Context: an optimization exercise on an open-source flow, tuned for small area and few clock cycles. The choices shown serve that exercise and are no tape-out recipe. In this exercise RTL edits were held to simulation tests only and were not proved equivalent to the original. No activity file was given, so power comes from the tool's default toggle rates.

==> flow/design.v <==
module mb_rtu_rx (
    input  wire       clk,
    input  wire       rst,           
    input  wire [7:0] cfg_unit_id,   
    input  wire       rx_valid,      
    input  wire [7:0] rx_byte,
    input  wire       rx_mid,        
    input  wire       rx_silence,    
    output wire       rx_ready,
    output reg        ev_valid,
    output reg  [3:0] ev_code,
    output reg        pdu_valid,
    output reg  [7:0] pdu_data,
    output reg        pdu_last,
    output reg        pdu_bcast,
    input  wire       pdu_ready
);
    localparam [3:0] EV_ACCEPT   = 4'd1;
    localparam [3:0] EV_BCAST    = 4'd2;
    localparam [3:0] EV_OTHER    = 4'd3;
    localparam [3:0] EV_TIMEOUT  = 4'd4;
    localparam [3:0] EV_SHORT    = 4'd5;
    localparam [3:0] EV_CRC      = 4'd6;
    localparam [3:0] EV_T15      = 4'd7;
    localparam [3:0] EV_OVERFLOW = 4'd8;
    localparam [1:0] S_IDLE = 2'd0;
    localparam [1:0] S_RECV = 2'd1;
    localparam [1:0] S_DISC = 2'd2;
    localparam QW = 3;               
    localparam QD = 1 << QW;
    localparam OW = 4;               
    localparam RM = 1 << OW;         
    localparam KW = 8 - OW;          
    localparam RK = 1 << KW;         
    reg  [1:0]  state;
    reg  [15:0] crc;         
    reg         ovf;         
    reg         uid_b;       
    reg         uid_m;       
    reg  [7:0]  tc;          
    reg  [8:0]  nf;          
    reg  [8:0]  fs;          
    reg  [8:0]  ws;          
    reg  [8:0]  rs;          
    reg         rfirst;      
    reg  [OW-1:0] q_skip [0:QD-1];
    reg  [7:0]    q_end  [0:QD-1];
    reg           q_bc   [0:QD-1];
    reg  [QW:0]   q_wp;
    reg  [QW:0]   q_rp;
    wire [QW-1:0] qh = q_rp[QW-1:0];
    wire q_empty = (q_wp == q_rp);
    wire q_full  = (q_wp == {~q_rp[QW], q_rp[QW-1:0]});
    reg  [15:0] crc_in;
    reg  [15:0] crc_upd;
    integer     i;
    always @(*) begin
        crc_in  = (state == S_IDLE) ? 16'hFFFF : crc;
        crc_upd = crc_in ^ {8'h00, rx_byte};
        for (i = 0; i < 8; i = i + 1)
            crc_upd = crc_upd[0] ? ((crc_upd >> 1) ^ 16'hA001) : (crc_upd >> 1);
    end
    wire [8:0] cur   = rfirst ? rs + q_skip[qh] : rs;
    wire [7:0] rdist = tc - cur[7:0];            
    wire [8:0]  nstored = ws - fs;               
    wire        at_max  = (nstored[7:0] == 8'd255);
    wire [OW-1:0] skip  = tc[OW-1:0] + 1'b1 - nf[OW-1:0];
    wire [8:0]  wslot   = (nstored[7:0] == 8'd0) ? nf + skip : ws;
    wire [7:0]  wdist   = tc + 8'd1 - wslot[7:0];
    wire [8:0]  room    = wslot - cur;
    wire        w_ok    = (wdist[OW-1:0] == 0) && (q_empty || !room[8]);
    wire append = (state == S_RECV) && !rx_mid && !at_max;
    assign rx_ready = rx_silence ? !q_full : !(rx_valid && append && !w_ok);
    wire take_byte = rx_valid && rx_ready;
    wire take_sil  = rx_silence && !rx_valid && rx_ready;
    wire wr_en     = take_byte && append;
    wire crc_ok  = (crc == 16'h0000);
    wire long_ok = (nstored[7:0] >= 8'd3);
    wire commit  = take_sil && (state == S_RECV) && long_ok && crc_ok && (uid_b || uid_m);
    reg  [8*RM-1:0] seg [0:RK-1];
    wire [7:0]      tap [0:RK-1];
    genvar k;
    generate
        for (k = 0; k < RK; k = k + 1) begin : g_seg
            wire [7:0] prev = seg[(k + RK - 1) % RK][8*RM-1 -: 8];
            wire       ins  = wr_en && (wdist[7:OW] == k);
            assign tap[k] = seg[k][8*RM-1 -: 8];
            always @(posedge clk)
                seg[k] <= {seg[k][8*RM-9:0], ins ? rx_byte : prev};
        end
    endgenerate
    wire rd_ok = !q_empty && (rdist[OW-1:0] == RM - 1);
    wire rd_go = rd_ok && (!pdu_valid || pdu_ready);
    wire rd_last = (cur[7:0] == q_end[qh]);
    always @(posedge clk) begin
        if (commit) begin
            q_skip[q_wp[QW-1:0]] <= fs[OW-1:0] - nf[OW-1:0];
            q_end[q_wp[QW-1:0]]  <= ws[7:0] - 8'd3;
            q_bc[q_wp[QW-1:0]]   <= uid_b;
        end
        if (rd_go) begin
            pdu_data  <= tap[rdist[7:OW]];
            pdu_last  <= rd_last;
            pdu_bcast <= q_bc[qh];
        end
    end
    always @(posedge clk) begin
        if (rst) begin
            state     <= S_IDLE;
            crc       <= 16'hFFFF;
            ovf       <= 1'b0;
            uid_b     <= 1'b0;
            uid_m     <= 1'b0;
            tc        <= 8'd0;
            nf        <= 9'd0;
            fs        <= 9'd0;
            ws        <= 9'd0;
            rs        <= 9'd0;
            rfirst    <= 1'b1;
            q_wp      <= {(QW+1){1'b0}};
            q_rp      <= {(QW+1){1'b0}};
            ev_valid  <= 1'b0;
            ev_code   <= 4'd0;
            pdu_valid <= 1'b0;
        end else begin
            ev_valid <= 1'b0;
            tc       <= tc + 8'd1;
            if (rd_go) begin
                pdu_valid <= 1'b1;
                rs        <= cur + 9'd1;
                rfirst    <= rd_last;
                if (rd_last)
                    q_rp <= q_rp + 1'b1;
            end else if (pdu_ready) begin
                pdu_valid <= 1'b0;
            end
            if (commit)
                q_wp <= q_wp + 1'b1;
            case (state)
                S_IDLE: begin
                    if (take_byte) begin
                        crc   <= crc_upd;
                        uid_b <= (rx_byte == 8'h00);
                        uid_m <= (rx_byte == cfg_unit_id);
                        fs    <= nf;
                        ws    <= nf;
                        state <= S_RECV;
                    end else if (take_sil) begin
                        ev_valid <= 1'b1;
                        ev_code  <= EV_TIMEOUT;
                    end
                end
                S_RECV: begin
                    if (take_byte) begin
                        if (rx_mid) begin
                            ovf   <= 1'b0;
                            state <= S_DISC;
                        end else if (at_max) begin
                            ovf   <= 1'b1;
                            state <= S_DISC;
                        end else begin
                            if (nstored[7:0] == 8'd0)
                                fs <= wslot;
                            ws  <= wslot + 9'd1;
                            crc <= crc_upd;
                        end
                    end else if (take_sil) begin
                        ev_valid <= 1'b1;
                        state    <= S_IDLE;
                        if (commit)
                            nf <= ws - 9'd2;
                        if (!long_ok)
                            ev_code <= EV_SHORT;
                        else if (!crc_ok)
                            ev_code <= EV_CRC;
                        else if (uid_b)
                            ev_code <= EV_BCAST;
                        else if (uid_m)
                            ev_code <= EV_ACCEPT;
                        else
                            ev_code <= EV_OTHER;
                    end
                end
                default: begin
                    if (take_sil) begin
                        ev_valid <= 1'b1;
                        ev_code  <= ovf ? EV_OVERFLOW : EV_T15;
                        state    <= S_IDLE;
                    end
                end
            endcase
        end
    end
endmodule
==> flow/config.mk <==
export PLATFORM = sky130hd
export DESIGN_NAME = mb_rtu_rx
export DESIGN_NICKNAME = mb_rtu_rx
export VERILOG_FILES = /design/flow/design.v
export SDC_FILE = /design/flow/constraint.sdc
export NUM_CORES = 4
export LEC_CHECK = 0
export CAP_MARGIN = 20
export CORE_MARGIN = 2
export CORE_UTILIZATION = 40
export CTS_CLUSTER_DIAMETER = 100
export CTS_CLUSTER_SIZE = 25
export SLEW_MARGIN = 20
export SYNTH_MEMORY_MAX_BITS = 4096
==> flow/constraint.sdc <==
create_clock -name core_clock -period 10.0 [get_ports {clk}]
set_input_delay 2.0000 -clock core_clock [delete_from_list [all_inputs] [get_ports {clk}]]
set_output_delay 2.0000 -clock core_clock [all_outputs]
set_load 0.01 [all_outputs]
run.sh (not shown) runs the stock make flow with config.mk's settings and CLKGATE_MAP_FILE= SYNTH_SCRIPT=/design/flow/synth_recipe.tcl, a recipe that flattens the netlist after the stock synthesis.
Testbench counts at the start, summed over its fixed seeds: cycles 30,610.
Rerun with:
--- a/flow/config.mk
+++ b/flow/config.mk
@@ -7,0 +8 @@
+export ABC_AREA = 1
Design area falls by 2.1%. Final cell count rose by 6.8%. Sequential cell count does not change. Total power grows by 3.3%. Setup slack gains 1100 ps. Via count goes up by 3.3%. Utilization falls by 0.24 points. Synthesized cell count increases by 11%. Die area fell by 1.6%.

-- afterwards: timing with drivers on the ports --
The flow's constraints put no driver on any port. The routed layouts listed below were extracted and timed again, unchanged, in two steps. Step 1 assumes that a clkbuf_16 drives the clock port and a buf_2 every other input. Step 2 times the ports against the registers' clock, not the clock port: input delays grow and output delays shrink by t, the midpoint of the rising clock arrivals with the driver on. a / b / c = no drivers / after step 1 / after step 2; a / b = the first two.
run | shift t [ns] | setup WS [ns] | worst slew at a driven data input, ns
the first run | 0.786 | 0.833 / 0.764 / 1.549 | 0.05
the second run | 0.760 | 1.933 / 1.859 / 2.619 | 0.04
After both steps setup and hold are still met in every run listed.
